Source: an optimization exercise on an open RTL-to-GDS flow (aim: small area, a short achievable clock period and few clock cycles per item). Production flows keep margins and buffers that such runs may drop.
In this exercise RTL edits were held to simulation tests only and were not proved equivalent to the original.

==> job 7112 <==
==> flow/design.v (excerpt) <==
module photon_perm (
    input  wire         clk,
    input  wire         rst,         
    input  wire         in_valid,
    output wire         in_ready,
    input  wire [255:0] in_state,
    output wire         out_valid,
    input  wire         out_ready,
    output wire [255:0] out_state
);
    localparam [63:0] RCR = 64'h0000_A529_C6BD_E731;    
    localparam [31:0] IC  = 32'h8CEF_7310;              
    reg [255:0] a, b;
    reg         va, vb;      
    reg [3:0]   ra, rb;      
    reg         bdone;       
    wire cont = vb && !bdone;               
    wire en   = !bdone || out_ready;        
    assign in_ready  = !vb || (bdone && out_ready);
    assign out_valid = bdone;
    assign out_state = b;
    wire take = in_valid && in_ready;
    reg  [3:0]  rc;
    wire [3:0]  rn = cont ? rb + 4'd1 : 4'd0;
    wire        cont_n = va && (ra != 4'd11);
    wire [31:0] k;
    wire [255:0] x = cont ? b : in_state;
    wire [255:0] x_ac;
    genvar i, j;
    generate
        for (i = 0; i < 8; i = i + 1) begin : g_row
            assign k[4*i +: 4] = rc ^ IC[4*i +: 4];
            for (j = 0; j < 8; j = j + 1) begin : g_col
                if (j == 0) begin : g_ac
                    assign x_ac[4*(8*i+j) +: 4] = x[4*(8*i+j) +: 4] ^ k[4*i +: 4];
                end else begin : g_nac
                    assign x_ac[4*(8*i+j) +: 4] = x[4*(8*i+j) +: 4];
                end
            end
        end
    endgenerate
    wire [255:0] a_d, b_d;
  ...
==> module photon_perm, before the edit <==
module photon_perm (
    input  wire         clk,
    input  wire         rst,         
    input  wire         in_valid,
    output wire         in_ready,
    input  wire [255:0] in_state,
    output wire         out_valid,
    input  wire         out_ready,
    output wire [255:0] out_state
);
    localparam [63:0] RCR = 64'h0000_A529_C6BD_E731;    
    localparam [31:0] IC  = 32'h8CEF_7310;              
    reg [255:0] a, b;
    reg         va, vb;      
    reg [3:0]   ra, rb;      
    reg         bdone;       
    wire cont = vb && !bdone;               
    wire en   = !bdone || out_ready;        
    assign in_ready  = !vb || (bdone && out_ready);
    assign out_valid = bdone;
    assign out_state = b;
    wire take = in_valid && in_ready;
    reg  [3:0]  rc;
    wire [3:0]  rn = cont ? rb + 4'd1 : 4'd0;
    wire        cont_n = va && (ra != 4'd11);
    wire [31:0] k;
    wire [255:0] x = cont ? b : in_state;
    wire [255:0] x_ac;
    genvar i, j;
    generate
        for (i = 0; i < 8; i = i + 1) begin : g_row
            assign k[4*i +: 4] = rc ^ IC[4*i +: 4];
            for (j = 0; j < 8; j = j + 1) begin : g_col
                if (j == 0) begin : g_ac
                    assign x_ac[4*(8*i+j) +: 4] = x[4*(8*i+j) +: 4] ^ k[4*i +: 4];
                end else begin : g_nac
                    assign x_ac[4*(8*i+j) +: 4] = x[4*(8*i+j) +: 4];
                end
            end
        end
    endgenerate
    wire [255:0] a_d, b_d;
    photon_sbsr u_sbsr (.s_in(x_ac), .s_out(a_d));
    photon_mc   u_mc   (.s_in(a),    .s_out(b_d));
    always @(posedge clk) begin
        if (en) begin
            a <= a_d;
            b <= b_d;
            ra <= rn;
            rb <= ra;
        end
    end
    always @(posedge clk) begin
        if (rst) begin
            rc    <= RCR[3:0];
            va    <= 1'b0;
            vb    <= 1'b0;
            bdone <= 1'b0;
        end else if (en) begin
            va    <= cont || take;
            vb    <= va;
            bdone <= va && (ra == 4'd11);
            rc    <= cont_n ? RCR[{ra + 4'd1, 2'b00} +: 4] : RCR[3:0];
        end
    end
endmodule
Settings: LEC_CHECK=0, CAP_MARGIN=20, CORE_MARGIN=2, CORE_UTILIZATION=40, PLACE_DENSITY=0.6, SETUP_SLACK_MARGIN=2.4, SLEW_MARGIN=20; clock period 5.0 ns.
standard.sh (not shown) runs the stock make flow with config.mk's settings and CLKGATE_MAP_FILE= SYNTH_SCRIPT=/design/flow/synth_recipe.tcl, a recipe that flattens the netlist after the stock synthesis.
==> flow/flow/run.sh <==
#!/bin/bash
# Own layout flow: the standard flow (standard.sh) with a different
# technology mapping in synthesis (flow/synth.tcl: the same synthesis script,
# but no adder extraction and ABC run with flow/abc.script) and smaller port
# buffers. Each tool's output goes to its own log in the work folder.
set -euo pipefail
W=$PWD
EXTRA=()
[ -f flow/extra.txt ] && mapfile -t EXTRA < <(grep -v '^#' flow/extra.txt | grep .)
bash standard.sh \
  SYNTH_SCRIPT=$W/flow/synth.tcl \
  BENCHV_ABC_SCRIPT=$W/flow/abc.script \
  "${EXTRA[@]}" \
  finish > $W/flow_make.log 2>&1
mkdir -p $W/flow_logs
cp -r $W/orfs/logs/* $W/flow_logs/ 2>/dev/null || true
test -f $W/out/final.def
==> flow/flow/abc.script <==
&get -n
&st
&dch
&nf
&st
&syn2
&if -g -K 6
&synch2
&nf
&st
&syn2
&if -g -K 6
&synch2
&nf
&st
&syn2
&if -g -K 6
&synch2
&nf
&st
&syn2
&if -g -K 6
&synch2
&nf
&st
&syn2
&if -g -K 6
&synch2
&nf
&put
buffer -c
topo
stime -c
upsize -c
dnsize -c
==> flow/flow/extra.txt <==
# extra make variables, one per line
BUFFER_PORTS_ARGS=-buffer_cell sky130_fd_sc_hd__buf_2
==> flow/flow/synth.tcl <==
# The standard flow's synthesis (synth_recipe.tcl) with two changes to the technology
# mapping only: no half/full-adder extraction, and ABC run with our script.
proc synth {args} { yosys synth -nofsm -noshare {*}$args }
proc extract_fa {args} { puts "extract_fa skipped" }
proc abc {args} {
  set i [lsearch -exact $args -script]
  if { $i >= 0 && [info exists ::env(BENCHV_ABC_SCRIPT)] } {
    lset args [expr {$i + 1}] $::env(BENCHV_ABC_SCRIPT)
  }
  set j [lsearch -exact $args -D]
  if { $j >= 0 && [info exists ::env(BENCHV_ABC_D)] } {
    lset args [expr {$j + 1}] $::env(BENCHV_ABC_D)
  }
  puts "abc $args"
  yosys abc {*}$args
}
source $::env(SCRIPTS_DIR)/synth.tcl
# left out here: clear keep_hierarchy, flatten, clean up, hide names made inside functions, write 1_2_yosys.v
==> inputs of job 3474, as changes to job 7112 <==
--- a/flow/design.v
+++ b/flow/design.v
@@ -313,7 +313,6 @@
     assign out_state = b;
     wire take = in_valid && in_ready;
-    reg  [3:0]  rc;
-    wire [3:0]  rn = cont ? rb + 4'd1 : 4'd0;
-    wire        cont_n = va && (ra != 4'd11);
+    wire [3:0] rn = cont ? rb + 4'd1 : 4'd0;
+    wire [3:0] rc = RCR[{rn, 2'b00} +: 4];
     wire [31:0] k;
     wire [255:0] x = cont ? b : in_state;
@@ -345,5 +344,4 @@
     always @(posedge clk) begin
         if (rst) begin
-            rc    <= RCR[3:0];
             va    <= 1'b0;
             vb    <= 1'b0;
@@ -353,5 +351,4 @@
             vb    <= va;
             bdone <= va && (ra == 4'd11);
-            rc    <= cont_n ? RCR[{ra + 4'd1, 2'b00} +: 4] : RCR[3:0];
         end
     end
==> flow/run.sh (new file) <==
#!/bin/bash
# synth_recipe.tcl (not shown) runs the flow's synth.tcl, then flattens the netlist and writes it again
# the make line also repeats each setting of config.mk as NAME=value (left out here)
make -C /OpenROAD-flow-scripts/flow DESIGN_CONFIG=/design/flow/config.mk WORK_HOME=/design/flow/orfs CLKGATE_MAP_FILE= SYNTH_SCRIPT=/design/flow/synth_recipe.tcl finish
--- a/flow/config.mk
+++ b/flow/config.mk
@@ -6,8 +6,8 @@
 export NUM_CORES = 4
 export LEC_CHECK = 0
+export ABC_CLOCK_PERIOD_IN_PS = 2500
 export CAP_MARGIN = 20
 export CORE_MARGIN = 2
 export CORE_UTILIZATION = 40
 export PLACE_DENSITY = 0.6
-export SETUP_SLACK_MARGIN = 2.4
 export SLEW_MARGIN = 20
removed: flow/flow/run.sh
removed: flow/flow/abc.script
removed: flow/flow/extra.txt
removed: flow/flow/synth.tcl
removed: flow/standard.sh
==> inputs of job 7340, as changes to job 7112 <==
--- a/flow/config.mk
+++ b/flow/config.mk
@@ -10,4 +10,4 @@
 export CORE_UTILIZATION = 40
 export PLACE_DENSITY = 0.6
-export SETUP_SLACK_MARGIN = 2.4
+export SETUP_SLACK_MARGIN = 1.8
 export SLEW_MARGIN = 20
==> inputs of job 566, as changes to job 7112 <==
--- a/flow/design.v
+++ b/flow/design.v
@@ -313,7 +313,6 @@
     assign out_state = b;
     wire take = in_valid && in_ready;
-    reg  [3:0]  rc;
-    wire [3:0]  rn = cont ? rb + 4'd1 : 4'd0;
-    wire        cont_n = va && (ra != 4'd11);
+    wire [3:0] rn = cont ? rb + 4'd1 : 4'd0;
+    wire [3:0] rc = RCR[{rn, 2'b00} +: 4];
     wire [31:0] k;
     wire [255:0] x = cont ? b : in_state;
@@ -345,5 +344,4 @@
     always @(posedge clk) begin
         if (rst) begin
-            rc    <= RCR[3:0];
             va    <= 1'b0;
             vb    <= 1'b0;
@@ -353,5 +351,4 @@
             vb    <= va;
             bdone <= va && (ra == 4'd11);
-            rc    <= cont_n ? RCR[{ra + 4'd1, 2'b00} +: 4] : RCR[3:0];
         end
     end
--- a/flow/config.mk
+++ b/flow/config.mk
@@ -10,4 +10,3 @@
 export CORE_UTILIZATION = 40
 export PLACE_DENSITY = 0.6
-export SETUP_SLACK_MARGIN = 2.4
 export SLEW_MARGIN = 20
==> metrics.cfg <==
[worst_setup_path]
crit_path_max_fanout=8

[timing]
fmax_ghz=0.2546
skew_ns=0.02689
setup_ws_ns=1.073

[status]
status=no timing/DRC/antenna violations

[route]
routed-wl-met2_mm=74.77
routed-via-count=33760

[cells_and_area]
layout.non_clock_inverters=130

[global_routing]
grt_antenna_before_repair=15

That was job 3474.
==> metrics.cfg <==
[status]
status=no timing/DRC/antenna violations

[die]
dieArea_um2=109700

[cells_and_area]
final_common_cell=xnor2_1
clkbuf_count=87
layout.non_clock_inverters=5
antenna_cells=6

[worst_setup_path]
cpLargestDelayFamily=buffers and inverters
cp_cell_sequence=nor2b_4, buf_12, buf_4, mux2i_1, xor2_1, a221oi_1
crit_path_max_fanout=59

[timing]
slew_viol_final=0

[route]
routed-wl-met2_mm=70.39

[synth]
yosys-mux-area-fraction_pct=7.528

[cts]
insertion_delay_ns=0.63
cts_tree=yes

That was job 7340.
==> metrics.cfg <==
[status]
status=no timing/DRC/antenna violations

[worst_setup_path]
crit_path_max_fanout=33
cp-start-kind=register

[timing]
skew_ns=0.02506
fmax_ghz=0.2869
setup_ws_ns=1.515

[cts]
insertion_delay_ns=0.63

[cells_and_area]
dominant_cells=multi-input gates
layout.non_clock_inverters=9

[global_routing]
grt_antenna_before_repair=20

[route]
routed-wl-met2_mm=67.51
routed-via-count=30730

That was job 566.
==> metrics.cfg <==
[status]
status=no timing/DRC/antenna violations

[global_routing]
grt_antenna_before_repair=18

[timing]
fmax_ghz=0.3746
skew_ns=0.03000

[route]
routed-wl-met2_mm=72.81

[cells_and_area]
layout.non_clock_inverters=5

[worst_setup_path]
crit_path_max_fanout=16

That was job 7112.
Testbench counts of job 7112, summed over its fixed seeds: cycles 6,160, items 512.
Testbench counts of job 3474, summed over its fixed seeds: cycles 6,160, items 512.
Testbench counts of job 7340, summed over its fixed seeds: cycles 6,160, items 512.
Testbench counts of job 566, summed over its fixed seeds: cycles 6,160, items 512.

==> what the ideal ports hide <==
No port has a modelled driver above. Below, the same layouts with a new extraction and two added sets of constraints.
Step 1 assumes that a clkbuf_16 drives the clock port and a buf_2 every other input.
Step 2 adds t to the input delays and takes it off the output delays; t is the mean of the earliest and latest rising clock arrival at the registers after step 1. Input paths then give back, and output paths get back, about the clock's delay inside the block.
a / b / c = ideal ports / drivers / drivers and shift; a / b = the first two.
| run | shift t [ns] | setup slack, ns | hold WS [ns] |
|---|---|---|---|
| job 7112 | 0.699 | 2.331 / 2.331 / 1.978 | 0.546 / 0.546 / 0.546 |
| job 3474 | 0.698 | 1.073 / 1.073 / 1.073 | 0.452 / 0.452 / 0.452 |
| job 7340 | 0.693 | 1.951 / 1.951 / 1.781 | 0.545 / 0.545 / 0.545 |
| job 566 | 0.694 | 1.515 / 1.515 / 1.515 | 0.453 / 0.453 / 0.453 |
After both steps setup and hold are still met in every run listed. The setup slack of job 7112, which loses most, moves by 0.000 ns with the drivers and by -0.353 ns with both steps.
